Background: an optimization exercise with open tools, aiming at small area, a short achievable clock period and few clock cycles per item. Do not read the settings as production practice. Only simulation tests tie the RTL to the original design; equivalence was not proved. Power and IR drop assume default switching activity.

## v57
==> flow/design.v <==
module adf4350_plan (
    input  wire        clk,
    input  wire        rst,           
    input  wire        in_valid,
    output wire        in_ready,
    input  wire [31:0] in_f,          
    input  wire [15:0] in_ref,        
    output wire        out_valid,
    input  wire        out_ready,
    output wire [2:0]  out_div,
    output wire [22:0] out_int,
    output wire [22:0] out_frac,
    output wire [22:0] out_mod
);
    reg        busy;
    reg        done;
    reg [3:0]  cnt;         
    reg [2:0]  div_r;
    reg [23:0] q_r;         
    reg        c_r;         
    reg [2:0]  r5;
    reg [22:0] rem;         
    reg [20:0] mod_q;       
    wire accept = in_valid & in_ready;
    assign in_ready  = ~busy & (~done | out_ready);
    assign out_valid = done;
    reg [2:0] div_sel;
    always @(*) begin
        if      (in_f < 32'd68750)   div_sel = 3'd6;
        else if (in_f < 32'd137500)  div_sel = 3'd5;
        else if (in_f < 32'd275000)  div_sel = 3'd4;
        else if (in_f < 32'd550000)  div_sel = 3'd3;
        else if (in_f < 32'd1100000) div_sel = 3'd2;
        else if (in_f < 32'd2200000) div_sel = 3'd1;
        else                         div_sel = 3'd0;
    end
    wire [5:0]  top_d5 = in_f[31:24] / 3'd5;
    wire [2:0]  top_r5 = in_f[31:24] % 3'd5;
    wire [23:0] f_sh   = div_sel[0] ? {in_f[22:0], 1'b0} : in_f[23:0];
    wire [20:0] mod25  = ({5'd0, in_ref} << 4) + ({5'd0, in_ref} << 3) + {5'd0, in_ref};
    wire        zero_in = (cnt < {2'b00, div_r[2:1]});
    wire        n1 = q_r[23] & ~zero_in;
    wire        n2 = q_r[22] & ~zero_in;
    wire [3:0]  t1  = {r5, n1};                  
    wire        c1  = (t1 >= 4'd5);
    wire [2:0]  r51 = c1 ? (t1 - 4'd5) : t1[2:0];
    wire [23:0] rs1 = {rem, c_r};
    wire [24:0] tr1 = {1'b0, rs1} - {2'b00, mod_q, 2'b00};
    wire        ge1 = ~tr1[24];
    wire [22:0] rm1 = ge1 ? tr1[22:0] : rs1[22:0];
    wire [3:0]  t2  = {r51, n2};
    wire        c2  = (t2 >= 4'd5);
    wire [2:0]  r52 = c2 ? (t2 - 4'd5) : t2[2:0];
    wire [23:0] rs2 = {rm1, c1};
    wire [24:0] tr2 = {1'b0, rs2} - {2'b00, mod_q, 2'b00};
    wire        ge2 = ~tr2[24];
    wire [22:0] rm2 = ge2 ? tr2[22:0] : rs2[22:0];
    assign out_div  = div_r;
    assign out_int  = q_r[22:0];
    assign out_frac = rem + {22'd0, c_r};
    assign out_mod  = {mod_q, 2'b00};
    always @(posedge clk) begin
        if (rst) begin
            busy <= 1'b0;
            done <= 1'b0;
        end else if (accept) begin
            busy <= 1'b1;
            done <= 1'b0;
        end else if (busy) begin
            if (cnt == 4'd0) begin
                busy <= 1'b0;
                done <= 1'b1;
            end
        end else if (out_ready) begin
            done <= 1'b0;
        end
        if (accept) begin
            div_r <= div_sel;
            cnt   <= 4'd11 + {2'b00, div_sel[2:1]};
            q_r   <= f_sh;
            c_r   <= top_d5[0];
            r5    <= top_r5;
            rem   <= {18'd0, top_d5[5:1]};
            mod_q <= mod25;
        end else if (busy) begin
            cnt <= cnt - 4'd1;
            q_r <= {q_r[21:0], ge1, ge2};
            c_r <= c2;
            r5  <= r52;
            rem <= rm2;
        end
    end
endmodule
clock: 7.0 ns
lec_check: 0
abc_area: 1
cap_margin: 20
core_margin: 2
core_utilization: 60
setup_slack_margin: 2.2
slew_margin: 20
tns_end_percent: 0
standard.sh (not shown) runs the stock make flow with config.mk's settings and CLKGATE_MAP_FILE= SYNTH_SCRIPT=/design/flow/synth_recipe.tcl, a recipe that flattens the netlist after the stock synthesis.
==> flow/flow/run.sh <==
#!/bin/bash
set -euo pipefail
export BUFFER_PORTS_ARGS="-buffer_cell sky130_fd_sc_hd__buf_1"
bash standard.sh > orfs_make.log 2>&1
v57: done, clean on timing, DRC and antenna
Testbench counts of v57, summed over its fixed seeds: cycles 21,748, items 1,600.
Input changes introduced in v53 (baseline for comparison: v57):
diff --git a/flow/config.mk b/flow/config.mk
--- a/flow/config.mk
+++ b/flow/config.mk
@@ -7,8 +7,8 @@
 export LEC_CHECK = 0
 export ABC_AREA = 1
+export ABC_CLOCK_PERIOD_IN_PS = 3400
 export CAP_MARGIN = 20
 export CORE_MARGIN = 2
-export CORE_UTILIZATION = 60
-export SETUP_SLACK_MARGIN = 2.2
+export CORE_UTILIZATION = 40
+export SETUP_SLACK_MARGIN = 2.0
 export SLEW_MARGIN = 20
-export TNS_END_PERCENT = 0
### Flow results
- v53 | stages: all done | timing, DRC, antenna: all pass
- v53 vs v57: maximum frequency down
- v53 ended up with a higher amount of wire on met2 after detailed routing than v57 did.
- Taking v57 as the reference, in v53 sum of buffers and inverters on the critical path went down by 1, final cycle utilization of the critical path went up by 1.7 points.
- In v53, minimum setup slack in the final design is lower than in v57.
Edits applied to the flow inputs when going from v53 to v19:
==> flow/flow/run.sh <==
#!/bin/bash
set -euo pipefail
export BUFFER_PORTS_ARGS="-buffer_cell sky130_fd_sc_hd__buf_2"
bash standard.sh > orfs_make.log 2>&1
diff --git a/flow/config.mk b/flow/config.mk
--- a/flow/config.mk
+++ b/flow/config.mk
@@ -6,9 +6,8 @@
 export NUM_CORES = 4
 export LEC_CHECK = 0
-export ABC_AREA = 1
-export ABC_CLOCK_PERIOD_IN_PS = 3400
+export ABC_CLOCK_PERIOD_IN_PS = 4000
 export CAP_MARGIN = 20
 export CORE_MARGIN = 2
 export CORE_UTILIZATION = 40
-export SETUP_SLACK_MARGIN = 2.0
+export SETUP_SLACK_MARGIN = 3.0
 export SLEW_MARGIN = 20
[summary]
- Both conditions hold for v19: the flow ran to the end and the final layout passed the timing, DRC and antenna checks.
- Per the comparison of v19 with v53, area of the placeable core shows no meaningful change, final period demand of the worst path has increased, period utilization has increased.
- Sort v19 and v53 by global-route usage asc -> top: v53
- In the flow results for v19 and v53, the static leakage is larger on v19.
- Xor and xnor fraction of the mapped netlist area sits higher in v19 than in v53.
- Between v53 and v19, the flow reports power per cell area decreasing slightly.
- NOTE: post-route worst hold slack in v19 falls short of that of v53
- v19 gives more combinational power than v53 did.
- v19 reports a lower maximum frequency than v53 does.

==> what the ideal ports hide <==
How much do the figures lean on ideal ports? The routed layouts below were timed once more, with nothing changed but the port constraints. Step 1: set_driving_cell puts a clkbuf_16 on clk and a buf_2 on each other input, an assumption about the parent block. Step 2 times the ports against the registers' clock, not the clock port: input delays grow and output delays shrink by t, the midpoint of the rising clock arrivals with the driver on. Slacks: ideal ports / drivers / drivers and shift; pairs: ideal ports / drivers.
run	t (ns)	slack for setup (ns)	worst hold slack (ns)	worst setup path after step 2	cell pins on the clock port's net
v57	0.391	2.376 / 2.376 / 2.086	0.533 / 0.533 / 0.533	input to register	1
v53	0.400	2.259 / 2.259 / 2.008	0.532 / 0.532 / 0.532	input to register	1
v19	0.394	2.011 / 2.011 / 2.011	0.506 / 0.506 / 0.506	register to register	1
After both steps every run listed still meets setup and hold. For v57, which loses most, drivers alone change the setup slack by 0.000 ns; drivers and shift together by -0.290 ns.
